This is an optimization exercise on Yosys and OpenROAD, whose aim is small area, a short achievable clock period and few clock cycles per item, not a production implementation.
Only simulation tests tie the RTL to the original design; equivalence was not proved.
Power figures rest on the tool's default switching activity, not on a simulated workload.

## the previous run
==> flow/design.v (excerpt) <==
module fir_mac_rhe (
    input  wire        clk,
    input  wire        rst,         
    input  wire        in_valid,
    output wire        in_ready,
    input  wire [31:0] in_coef,
    input  wire [31:0] in_sample,
    input  wire        in_last,
    input  wire [5:0]  in_shift,
    output reg         out_valid,
    output reg  [31:0] out_data
);
    assign in_ready = 1'b1;
    wire beat = in_valid & ~rst;
    wire [34:0] ys = {{2{in_sample[31]}}, in_sample, 1'b0};
    wire [10:0] m1_d, m2_d, m3_d, m4_d, neg_d;
    genvar gi;
    generate
        for (gi = 0; gi < 11; gi = gi + 1) begin : g_enc
            wire b3 = ys[3*gi+3];
            wire c2 = ys[3*gi+2] ^ b3;
            wire c1 = ys[3*gi+1] ^ b3;
            wire c0 = ys[3*gi] ^ b3;
            assign m1_d[gi] = beat & ~c2 & (c1 ^ c0);
            assign m2_d[gi] = beat & ((~c2 & c1 & c0) | (c2 & ~c1 & ~c0));
            assign m3_d[gi] = beat & c2 & (c1 ^ c0);
            assign m4_d[gi] = beat & c2 & c1 & c0;
            assign neg_d[gi] = beat & b3;
        end
    endgenerate
    wire [31:0] xg = in_coef;
    wire [32:0] x3a_p = {xg[31], xg[31], xg[31], xg[30], xg[29], xg[28], xg[27], xg[26], xg[25], xg[24], xg[23], xg[22], xg[21], xg[20], xg[19], xg[18], xg[17], xg[16], xg[15], xg[14], xg[13], xg[12], xg[11], xg[10], xg[9], xg[8], xg[7], xg[6], xg[5], xg[4], xg[3], xg[2], xg[1]} ^ {xg[31], xg[31], xg[30], xg[29], xg[28], xg[27], xg[26], xg[25], xg[24], xg[23], xg[22], xg[21], xg[20], xg[19], xg[18], xg[17], xg[16], xg[15], xg[14], xg[13], xg[12], xg[11], xg[10], xg[9], xg[8], xg[7], xg[6], xg[5], xg[4], xg[3], xg[2], xg[1], xg[0]};
    wire [32:0] x3a_g = {xg[31], xg[31], xg[31], xg[30], xg[29], xg[28], xg[27], xg[26], xg[25], xg[24], xg[23], xg[22], xg[21], xg[20], xg[19], xg[18], xg[17], xg[16], xg[15], xg[14], xg[13], xg[12], xg[11], xg[10], xg[9], xg[8], xg[7], xg[6], xg[5], xg[4], xg[3], xg[2], xg[1]} & {xg[31], xg[31], xg[30], xg[29], xg[28], xg[27], xg[26], xg[25], xg[24], xg[23], xg[22], xg[21], xg[20], xg[19], xg[18], xg[17], xg[16], xg[15], xg[14], xg[13], xg[12], xg[11], xg[10], xg[9], xg[8], xg[7], xg[6], xg[5], xg[4], xg[3], xg[2], xg[1], xg[0]};
  ...
Size: roughly 430 flip-flops, about 38000 µm² of cells after synthesis.
Settings: LEC_CHECK=0, ABC_AREA=1, CAP_MARGIN=20, CORE_MARGIN=2, CORE_UTILIZATION=40, PLACE_DENSITY=0.6, SLEW_MARGIN=20; clock period 10.0 ns.
standard.sh (not shown) runs the stock make flow with config.mk's settings and CLKGATE_MAP_FILE= SYNTH_SCRIPT=/design/flow/synth_recipe.tcl, a recipe that flattens the netlist after the stock synthesis.
==> flow/flow/run.sh <==
#!/bin/bash
# Own layout flow: the standard flow (standard synthesis, floorplan,
# placement, CTS, routing) with a tighter setup repair target, so the
# resizer works toward a shorter clock period than the constraint's.
# Each tool's output goes to a log file of its own in this folder.
set -euo pipefail
MARGIN=$(cat flow/margin.txt 2>/dev/null || echo 6)
bash standard.sh synth > synth.log 2>&1
bash standard.sh SETUP_SLACK_MARGIN=$MARGIN floorplan > floorplan.log 2>&1
bash standard.sh SETUP_SLACK_MARGIN=$MARGIN place > place.log 2>&1
bash standard.sh SETUP_SLACK_MARGIN=$MARGIN cts > cts.log 2>&1
bash standard.sh SETUP_SLACK_MARGIN=$MARGIN route > route.log 2>&1
bash standard.sh SETUP_SLACK_MARGIN=$MARGIN finish > finish.log 2>&1
==> flow/flow/margin.txt <==
6.5
Testbench counts of the previous run, summed over its fixed seeds: cycles 26,362, items 26,330.
> inputs changed (the previous run -> the current run)
==> flow/flow/margin.txt <==
6
Findings:
NOTE cell area after layout the previous run->the current run decreased by a little under 10%
| area added between synthesis and finish | the current run vs the previous run | 9.3 points lower |
From the previous run to the current run the numbers moved as follows: buffer count excluding the clock tree in the final layout fell by 120, placer's final routability congestion estimate saw little to no change, combinational power now smaller, clock-cell share of area now larger.

* * *

== v6 ==
Another version of the RTL of fir_mac_rhe (not shown whole).
Size: about 430 flip-flops.
clock: 10.0 ns
lec_check: 0
abc_area: 1
cap_margin: 20
core_margin: 2
core_utilization: 40
place_density: 0.5
slew_margin: 20
==> flow/flow/margin.txt <==
6.3
Scripts as last shown in full above: flow/flow/run.sh
v6 finished end to end and its layout was clean on timing, DRC and antenna.
Testbench counts of v6, summed over its fixed seeds: cycles 26,362, items 26,330.
Input changes introduced in v7 (baseline for comparison: v6):
==> flow/flow/margin.txt <==
6.5
--- outcome ---
v7 against v6: number of buffers on the longest clock path flat, sequential cell area up 0.38%.
When v7 is measured against v6, its clock buffer count turns out 1.6% higher.
v7 ends up with higher first-pass GRT wire length than v6 does.

* * *

fir_mac_rhe again, from the RTL that the note above started with.
Settings: LEC_CHECK=0, ABC_AREA=1, CAP_MARGIN=20, CORE_MARGIN=2, CORE_UTILIZATION=40, PLACE_DENSITY=0.6, SLEW_MARGIN=20; clock period 10.0 ns.
==> flow/flow/margin.txt <==
6.5
Scripts as last shown in full above: flow/flow/run.sh
Testbench counts at the start, summed over its fixed seeds: cycles 26,362, items 26,330.
Next try:
--- a/flow/config.mk
+++ b/flow/config.mk
@@ -11,3 +11,5 @@
 export CORE_UTILIZATION = 40
-export PLACE_DENSITY = 0.6
+export CTS_CLUSTER_DIAMETER = 100
+export CTS_CLUSTER_SIZE = 30
+export PLACE_DENSITY = 0.5
 export SLEW_MARGIN = 20
Result: The new run finished with timing, DRC and antenna clean; maximum frequency increases by 2.2%; sequential share of layout area decreases by 0.13 points; via count decreases by 1.8%; synthesized area does not change; synthesized cell count stays the same.

-- re-timing with driven ports --
How much do the figures lean on ideal ports? The routed layouts below were timed once more, with nothing changed but the port constraints. Step 1: set_driving_cell puts a clkbuf_16 on clk and a buf_2 on each other input, an assumption about the parent block. Step 2, shift: input delay + t, output delay - t, t = (earliest + latest rising clock arrival at the registers) / 2. This alone moves slack from input paths to output paths. Slacks: ideal / step 1 / step 2; pairs: ideal / step 1.
run	shift t [ns]	slack for setup (ns)	worst setup path after step 2	clock arrival spread, ns	worst data-port slew with drivers (ns)
the previous run	0.699	6.443 / 6.443 / 5.803	input to register	0.042 / 0.042	0.07
the current run	0.682	5.982 / 5.982 / 5.561	input to register	0.032 / 0.032	0.06
v6	0.721	6.183 / 6.183 / 5.728	input to register	0.030 / 0.030	0.05
v7	0.722	6.473 / 6.473 / 5.858	input to register	0.045 / 0.045	0.05
the first run of note 3	0.706	6.399 / 6.399 / 5.857	input to register	0.029 / 0.029	0.06
the second run of note 3	0.702	6.476 / 6.476 / 5.877	input to register	0.032 / 0.032	0.05
After both steps setup and hold are still met in every run listed. For the previous run, which loses most, drivers alone change the setup slack by 0.000 ns; drivers and shift together by -0.640 ns.
